Source: an optimization exercise on an open RTL-to-GDS flow (aim: small area). Production flows keep margins and buffers that such runs may drop. In this exercise RTL edits were held to simulation tests only and were not proved equivalent to the original. The clock input has no modelled driver; a real chip could not lean on it and would need a root buffer or a full tree. No activity file was given, so power comes from the tool's default toggle rates.

// cpusim_core
module cpusim_core (
    input  wire        clk,
    input  wire        rst,         
    output wire [15:0] mem_addr,
    output wire        mem_re,
    output wire        mem_we,
    output wire [15:0] mem_wdata,
    input  wire [15:0] mem_rdata
);
    reg  [4:0]  cnt;
    reg         clr;      
    reg  [31:0] a;        
    reg  [15:0] r1, r2, r3, r4, r6, r7;
    reg         c;        
    reg         z;        
    reg         ldf;      
    wire       h1   = cnt[4];
    wire [3:0] b    = cnt[3:0];
    wire       b15  = (b == 4'd15);
    wire [2:0] op   = r1[2:0];
    wire [2:0] t    = r1[8:6];
    wire [2:0] s    = r1[5:3];      
    wire       cp   = (op == 3'b100);
    wire       alu  = (op == 3'b101);
    wire at16  = (cnt == 5'd16) & ~clr;
    wire ldcap = at16 & (op == 3'b001);
    wire [15:0] r1_d = ((cnt == 5'd0) | ldcap) ? mem_rdata : r1;
    wire r1_bit = r1_d[b];
    wire alu_o, alu_co;
    cpusim_alu u_alu (
        .x  (r2[0]),
        .y  (r3[0]),
        .ci (c),
        .zx (r1_d[11]),
        .nx (r1_d[10]),
        .zy (r1_d[9]),
        .ny (r1_d[8]),
        .f  (r1_d[7]),
        .no (r1_d[6]),
        .out(alu_o),
        .co (alu_co)
    );
    wire alu_en = ~h1 & (r1_d[2:0] == 3'b101);
    wire taken  = (s != 3'd0) & (r1[13] == z) & (r1[12] == alu_o);
    wire r0_inc = a[16] ^ c;
    reg src;
    always @(*) begin
        case (s)
            3'd0: src = r0_inc;
            3'd1: src = r1_bit;
            3'd2: src = r2[0];
            3'd3: src = r3[0];
            3'd4: src = r4[0];
            3'd5: src = a[0];
            3'd6: src = r6[0];
            default: src = r7[0];
        endcase
    end
    wire act  = h1 & ~clr & ~ldf;       
    wire cpw  = act & cp;
    wire wr0  = act & ((cp & (t == 3'd0)) | (alu & z));
    wire wr2  = cpw & (t == 3'd2);
    wire wr3  = cpw & (t == 3'd3);
    wire wr4  = cpw & (t == 3'd4);
    wire wr5  = cpw & (t == 3'd5);
    wire wr6  = cpw & (t == 3'd6);
    wire wr7  = cpw & (t == 3'd7);
    wire ld6  = h1 & (ldf | ldcap);
    wire win  = act & (b >= 4'd3) & (b <= 4'd10);
    wire sett = win & (op == 3'b011);   
    wire setl = win & (op == 3'b010);   
  ...
For scale: roughly 140 flip-flops, ~52 I/O pins.
export LEC_CHECK = 0
export ABC_AREA = 1
export CAP_MARGIN = 20
export CORE_MARGIN = 2
export CORE_UTILIZATION = 80
export PLACE_DENSITY = 0.85
export SLEW_MARGIN = 20
create_clock -name core_clock -period 10.0 [get_ports {clk}]
standard.sh (not shown) runs the stock make flow with config.mk's settings and CLKGATE_MAP_FILE= SYNTH_SCRIPT=/design/flow/synth_recipe.tcl, a recipe that flattens the netlist after the stock synthesis.
==> flow/flow/run.sh <==
#!/bin/bash
# Own layout flow: the standard flow (standard.sh) with
#  - synthesis as standard (same registers, same names), except that adders
#    are left to ABC (no fa/ha cells) and ABC maps for area with amap; the
#    synthesis is run once per flow/abc_*.script and the smallest result
#    (Yosys's chip area) is kept (synth_choice.log)
#  - one buf_1 on every input and output port
#  - a hand-built clock tree (flow/clock_tree.tcl, run as the PRE_CTS hook):
#    clkbuf leaves, each driving a cluster of flip-flops, the smallest tree
#    whose estimated clock-pin slew is at most 105 ps
# Each step's full output stays in orfs/logs; make's output goes to *.log here.
set -euo pipefail
here=$(pwd)
best=""
best_area=""
: > synth_choice.log
for s in "$here"/flow/abc_*.script; do
  name=$(basename "$s" .script)
  rm -rf "$here/orfs" "$here/scripts_area"
  cp -r "$FLOW_HOME/scripts" "$here/scripts_area"
  cp "$s" "$here/scripts_area/abc_area.script"
  SCRIPTS_DIR="$here/scripts_area" bash standard.sh ADDER_MAP_FILE= synth > "synth_$name.log" 2>&1
  area=$(sed -n "s/.*Chip area for module.*: *\([0-9.]*\).*/\1/p" "$here/orfs/reports/sky130hd/cpusim_core/base/synth_stat.txt" | head -1)
  echo "$name $area" >> synth_choice.log
  if [[ -z "$best" ]] || awk -v a="$area" -v b="$best_area" 'BEGIN { exit !(a < b) }'; then
    best="$name"
    best_area="$area"
    rm -rf "$here/orfs_best"
    mv "$here/orfs" "$here/orfs_best"
  fi
done
rm -rf "$here/orfs" "$here/scripts_area"
mv "$here/orfs_best" "$here/orfs"
echo "kept $best $best_area" >> synth_choice.log
export BUFFER_PORTS_ARGS="-buffer_cell sky130_fd_sc_hd__buf_1"
export PRE_CTS_TCL="$here/flow/clock_tree.tcl"
bash standard.sh finish > layout.log 2>&1
==> flow/flow/abc_t2.script <==
strash
dch -f
amap -m -F 5
topo
stime -c
==> flow/flow/clock_tree.tcl <==
set ::ct_limit 0.105
set cb4  sky130_fd_sc_hd__clkbuf_4
set cb8  sky130_fd_sc_hd__clkbuf_8
set cb16 sky130_fd_sc_hd__clkbuf_16
# {leaves leaf-cell root-cell}, by area
set ::ct_candidates [list \
  [list 11 $cb4 $cb4] [list 11 $cb4 $cb8] [list 4 $cb16 {}] [list 12 $cb4 $cb4] \
  [list 12 $cb4 $cb8] [list 13 $cb4 $cb4] [list 7 $cb8 $cb8] [list 13 $cb4 $cb8] \
  [list 14 $cb4 $cb4] [list 14 $cb4 $cb8] [list 8 $cb8 $cb8] [list 15 $cb4 $cb8] \
  [list 16 $cb4 $cb8]]
set ::block [ord::get_db_block]
set ::clknet [[$::block findBTerm clk] getNet]
set ::sinks {}
foreach it [$::clknet getITerms] { lappend ::sinks $it }
set ::pts {}
foreach it $::sinks {
  set b [[$it getInst] getBBox]
  lappend ::pts [list [expr {([$b xMin] + [$b xMax]) / 2.0}] [expr {([$b yMin] + [$b yMax]) / 2.0}]]
}

proc ct_clusters {pts n order} {
  # initial centres spread along x, y or a diagonal, by order
  switch $order {
    0 { set keys [lmap p $pts {expr {int([lindex $p 0])}}] }
    1 { set keys [lmap p $pts {expr {int([lindex $p 1])}}] }
    2 { set keys [lmap p $pts {expr {int([lindex $p 0] + [lindex $p 1])}}] }
    default { set keys [lmap p $pts {expr {int([lindex $p 0] - [lindex $p 1])}}] }
  }
  set idx [lsort -integer -indices -increasing $keys]
  set cent {}
  for {set k 0} {$k < $n} {incr k} {
    lappend cent [lindex $pts [lindex $idx [expr {int(($k + 0.5) * [llength $pts] / $n)}]]]
  }
  set cap [expr {int(ceil(double([llength $pts]) / $n))}]
  for {set iter 0} {$iter < 30} {incr iter} {
    set pairs {}
    set i 0
    foreach p $pts {
      for {set k 0} {$k < $n} {incr k} {
        set c [lindex $cent $k]
        lappend pairs [list [expr {abs([lindex $p 0] - [lindex $c 0]) + abs([lindex $p 1] - [lindex $c 1])}] $i $k]
      }
      incr i
    }
    set asg [lrepeat [llength $pts] -1]
    set fill [lrepeat $n 0]
    foreach pr [lsort -real -index 0 $pairs] {
      lassign $pr d i k
      if {[lindex $asg $i] >= 0 || [lindex $fill $k] >= $cap} continue
      lset asg $i $k
      lset fill $k [expr {[lindex $fill $k] + 1}]
    }
    set new {}
    for {set k 0} {$k < $n} {incr k} {
      set sx 0.0; set sy 0.0; set m 0
      foreach p $pts a $asg { if {$a == $k} { set sx [expr {$sx + [lindex $p 0]}]; set sy [expr {$sy + [lindex $p 1]}]; incr m } }
      if {$m} { lappend new [list [expr {$sx / $m}] [expr {$sy / $m}]] } else { lappend new [lindex $cent $k] }
    }
    set cent $new
  }
  return [list $cent $asg]
}

proc ct_place {inst xy} {
  $inst setLocation [expr {int([lindex $xy 0])}] [expr {int([lindex $xy 1])}]
  $inst setPlacementStatus PLACED
}

proc ct_build {n ct_leaf ct_root order} {
  global block clknet sinks pts
  lassign [ct_clusters $pts $n $order] cent asg
  set rnet $clknet
  if {$ct_root ne ""} {
    set rinst [odb::dbInst_create $block [[ord::get_db] findMaster $ct_root] clkbuf_hand_root]
    set rnet [odb::dbNet_create $block clknet_hand_root]
    $rnet setSigType CLOCK
    [$rinst findITerm A] connect $clknet
    [$rinst findITerm X] connect $rnet
    set sx 0.0; set sy 0.0
    foreach c $cent { set sx [expr {$sx + [lindex $c 0]}]; set sy [expr {$sy + [lindex $c 1]}] }
    ct_place $rinst [list [expr {$sx / $n}] [expr {$sy / $n}]]
  }
  set master [[ord::get_db] findMaster $ct_leaf]
  for {set k 0} {$k < $n} {incr k} {
    set inst [odb::dbInst_create $block $master "clkbuf_hand_$k"]
    set net [odb::dbNet_create $block "clknet_hand_$k"]
    $net setSigType CLOCK
    [$inst findITerm A] connect $rnet
    [$inst findITerm X] connect $net
    foreach it $sinks a $asg { if {$a == $k} { $it disconnect; $it connect $net } }
    ct_place $inst [lindex $cent $k]
  }
}

proc ct_unbuild {n ct_root} {
  global block clknet sinks
  foreach it $sinks { $it disconnect; $it connect $clknet }
  for {set k 0} {$k < $n} {incr k} {
    odb::dbInst_destroy [$block findInst "clkbuf_hand_$k"]
    odb::dbNet_destroy [$block findNet "clknet_hand_$k"]
  }
  if {$ct_root ne ""} {
    odb::dbInst_destroy [$block findInst clkbuf_hand_root]
    odb::dbNet_destroy [$block findNet clknet_hand_root]
  }
}

proc ct_worst_slew {} {
  set_propagated_clock [all_clocks]
  estimate_parasitics -placement
  set worst 0.0
  foreach pin [all_registers -clock_pins] {
    foreach e {rise fall} {
      set s [get_property $pin slew_max_$e]
      if {$s > $worst} { set worst $s }
    }
  }
  unset_propagated_clock [all_clocks]
  return $worst
}

proc ct_choose {} {
  set last [lindex $::ct_candidates end]
  foreach cand $::ct_candidates {
    lassign $cand n leaf root
    # four clusterings, seeded along x, y and the two diagonals; keep the best
    set best_w 1e9
    set best_o 0
    for {set o 0} {$o < 4} {incr o} {
      ct_build $n $leaf $root $o
      set w [ct_worst_slew]
      ct_unbuild $n $root
      if {$w < $best_w} { set best_w $w; set best_o $o }
    }
    puts "clock tree: $n $leaf leaves under [expr {$root eq {} ? {the clock port} : $root}], estimated worst clock-pin slew [format %.1f [expr {$best_w * 1000}]] ps"
    if {$best_w <= $::ct_limit || $cand eq $last} break
  }
  ct_build $n $leaf $root $best_o
  puts "clock tree: kept $n $leaf leaves (clustering $best_o)"
}
ct_choose

# the tree is built; make CTS's own command a no-op
rename ::clock_tree_synthesis {}
proc ::clock_tree_synthesis {args} { puts "clock_tree_synthesis skipped: hand-built tree" }
Other scripts of this flow, unchanged in this note and not shown: flow/flow/abc_am5.script, flow/flow/abc_p.script, flow/flow/abc_s14.script, flow/flow/abc_s15.script, flow/flow/abc_s3.script
==> next run, changes <==
--- a/flow/flow/clock_tree.tcl
+++ b/flow/flow/clock_tree.tcl
@@ -6,5 +6,4 @@
 set ::ct_candidates [list \
-  [list 11 $cb4 $cb4] [list 11 $cb4 $cb8] [list 4 $cb16 {}] [list 12 $cb4 $cb4] \
-  [list 12 $cb4 $cb8] [list 13 $cb4 $cb4] [list 7 $cb8 $cb8] [list 13 $cb4 $cb8] \
-  [list 14 $cb4 $cb4] [list 14 $cb4 $cb8] [list 8 $cb8 $cb8] [list 15 $cb4 $cb8] \
+  [list 11 $cb4 $cb8] [list 4 $cb16 {}] [list 12 $cb4 $cb8] [list 7 $cb8 $cb8] \
+  [list 13 $cb4 $cb8] [list 14 $cb4 $cb8] [list 8 $cb8 $cb8] [list 15 $cb4 $cb8] \
   [list 16 $cb4 $cb8]]
@@ -20,11 +19,4 @@
 
-proc ct_clusters {pts n order} {
-  # initial centres spread along x, y or a diagonal, by order
-  switch $order {
-    0 { set keys [lmap p $pts {expr {int([lindex $p 0])}}] }
-    1 { set keys [lmap p $pts {expr {int([lindex $p 1])}}] }
-    2 { set keys [lmap p $pts {expr {int([lindex $p 0] + [lindex $p 1])}}] }
-    default { set keys [lmap p $pts {expr {int([lindex $p 0] - [lindex $p 1])}}] }
-  }
-  set idx [lsort -integer -indices -increasing $keys]
+proc ct_clusters {pts n} {
+  set idx [lsort -integer -indices -increasing [lmap p $pts {expr {int([lindex $p 0])}}]]
   set cent {}
@@ -68,5 +60,5 @@
 
-proc ct_build {n ct_leaf ct_root order} {
+proc ct_build {n ct_leaf ct_root} {
   global block clknet sinks pts
-  lassign [ct_clusters $pts $n $order] cent asg
+  lassign [ct_clusters $pts $n] cent asg
   set rnet $clknet
@@ -125,16 +117,9 @@
     lassign $cand n leaf root
-    # four clusterings, seeded along x, y and the two diagonals; keep the best
-    set best_w 1e9
-    set best_o 0
-    for {set o 0} {$o < 4} {incr o} {
-      ct_build $n $leaf $root $o
-      set w [ct_worst_slew]
-      ct_unbuild $n $root
-      if {$w < $best_w} { set best_w $w; set best_o $o }
-    }
-    puts "clock tree: $n $leaf leaves under [expr {$root eq {} ? {the clock port} : $root}], estimated worst clock-pin slew [format %.1f [expr {$best_w * 1000}]] ps"
-    if {$best_w <= $::ct_limit || $cand eq $last} break
+    ct_build $n $leaf $root
+    set w [ct_worst_slew]
+    puts "clock tree: $n $leaf leaves under [expr {$root eq {} ? {the clock port} : $root}], estimated worst clock-pin slew [format %.1f [expr {$w * 1000}]] ps"
+    if {$w <= $::ct_limit || $cand eq $last} break
+    ct_unbuild $n $root
   }
-  ct_build $n $leaf $root $best_o
-  puts "clock tree: kept $n $leaf leaves (clustering $best_o)"
+  puts "clock tree: kept $n $leaf leaves"
 }
removed: flow/flow/abc_t2.script
Effect:
- utilization increases by 0.28 points
- combinational power decreases by 3.7%
- synthesized cell count increases by 0.96%
- area after synthesis hardly moves
- sequential share of layout area decreases by 0.22 points
- fmax decreases by 0.86%
- via count decreases by 0.41%
- die area is about the same
- sequential power hardly moves
==> next run, changes <==
--- a/flow/flow/clock_tree.tcl
+++ b/flow/flow/clock_tree.tcl
@@ -19,4 +19,11 @@
 
-proc ct_clusters {pts n} {
-  set idx [lsort -integer -indices -increasing [lmap p $pts {expr {int([lindex $p 0])}}]]
+proc ct_clusters {pts n order} {
+  # initial centres spread along x, y or a diagonal, by order
+  switch $order {
+    0 { set keys [lmap p $pts {expr {int([lindex $p 0])}}] }
+    1 { set keys [lmap p $pts {expr {int([lindex $p 1])}}] }
+    2 { set keys [lmap p $pts {expr {int([lindex $p 0] + [lindex $p 1])}}] }
+    default { set keys [lmap p $pts {expr {int([lindex $p 0] - [lindex $p 1])}}] }
+  }
+  set idx [lsort -integer -indices -increasing $keys]
   set cent {}
@@ -60,5 +67,5 @@
 
-proc ct_build {n ct_leaf ct_root} {
+proc ct_build {n ct_leaf ct_root order} {
   global block clknet sinks pts
-  lassign [ct_clusters $pts $n] cent asg
+  lassign [ct_clusters $pts $n $order] cent asg
   set rnet $clknet
@@ -117,9 +124,16 @@
     lassign $cand n leaf root
-    ct_build $n $leaf $root
-    set w [ct_worst_slew]
-    puts "clock tree: $n $leaf leaves under [expr {$root eq {} ? {the clock port} : $root}], estimated worst clock-pin slew [format %.1f [expr {$w * 1000}]] ps"
-    if {$w <= $::ct_limit || $cand eq $last} break
-    ct_unbuild $n $root
+    # four clusterings, seeded along x, y and the two diagonals; keep the best
+    set best_w 1e9
+    set best_o 0
+    for {set o 0} {$o < 4} {incr o} {
+      ct_build $n $leaf $root $o
+      set w [ct_worst_slew]
+      ct_unbuild $n $root
+      if {$w < $best_w} { set best_w $w; set best_o $o }
+    }
+    puts "clock tree: $n $leaf leaves under [expr {$root eq {} ? {the clock port} : $root}], estimated worst clock-pin slew [format %.1f [expr {$best_w * 1000}]] ps"
+    if {$best_w <= $::ct_limit || $cand eq $last} break
   }
-  puts "clock tree: kept $n $leaf leaves"
+  ct_build $n $leaf $root $best_o
+  puts "clock tree: kept $n $leaf leaves (clustering $best_o)"
 }
- The changed run passed the timing, DRC and antenna checks
- global-route usage increases by 0.14 points
- worst setup slack degrades by 0.13 ns
- area after synthesis is unchanged
- critical path depth stays the same
- die area is unchanged
- wire length increases by 0.62%
- via count decreases by 1.5%
No run of this note takes its clock network from TritonCTS; it comes from the design's own scripts or RTL.

---

Another version of the RTL of cpusim_core (not shown whole).
Size: about 310 cells after synthesis, ~52 I/O pins, roughly 3700 um2 of cells after synthesis.
==> flow/config.mk <==
export PLATFORM = sky130hd
export DESIGN_NAME = cpusim_core
export DESIGN_NICKNAME = cpusim_core
export VERILOG_FILES = /design/flow/design.v
export SDC_FILE = /design/flow/constraint.sdc
export NUM_CORES = 4
export LEC_CHECK = 0
export ABC_AREA = 1
export CAP_MARGIN = 20
export CORE_MARGIN = 2
export CORE_UTILIZATION = 88
export PLACE_DENSITY = 0.95
export SLEW_MARGIN = 20
==> flow/constraint.sdc <==
create_clock -name core_clock -period 10.0 [get_ports {clk}]
set_input_delay 2.0000 -clock core_clock [delete_from_list [all_inputs] [get_ports {clk}]]
set_output_delay 2.0000 -clock core_clock [all_outputs]
set_load 0.01 [all_outputs]
Scripts as last shown in full above: flow/flow/run.sh
Other scripts of this flow, unchanged in this note and not shown: flow/flow/abc_am5.script, flow/flow/abc_p.script, flow/flow/abc_s14.script, flow/flow/abc_s15.script, flow/flow/abc_s3.script, flow/flow/abc_t2.script, flow/flow/clock_tree.tcl
The starting point stopped in 4_1_cts.
Next try:
- CORE_UTILIZATION: 88 -> 80
- PLACE_DENSITY: 0.95 -> 0.92
=> Now the flow completed without violations. Area after synthesis stays the same. Synthesized cell count stays the same.
In the second run of this note the design's own scripts or RTL, not TritonCTS, make the clock network.

-- static timing again, ports no longer ideal --
The flow's constraints put no driver on any port. The routed layouts listed below were extracted and timed again, unchanged, in two steps.
Step 1 assumes that a clkbuf_16 drives the clock port and a buf_2 every other input.
Step 2 moves the port delays by t, midway between the first and last clock arrival at a register: inputs arrive t later, outputs are due t later. That takes back most of the time a late clock gives input paths.
a / b / c = ideal / step 1 / step 2; a / b = the first two.
run | t, ns | setup slack, ns | worst register clock-pin slew, ns
the first run of note 1 | 0.524 | 4.988 / 4.988 / 4.988 | 0.12 / 0.12
the second run of note 1 | 0.420 | 4.945 / 4.945 / 4.945 | 0.11 / 0.11
the third run of note 1 | 0.409 | 4.819 / 4.819 / 4.819 | 0.11 / 0.11
the second run of note 2 | 0.424 | 4.820 / 4.820 / 4.820 | 0.12 / 0.12
After both steps every run listed still meets setup and hold.
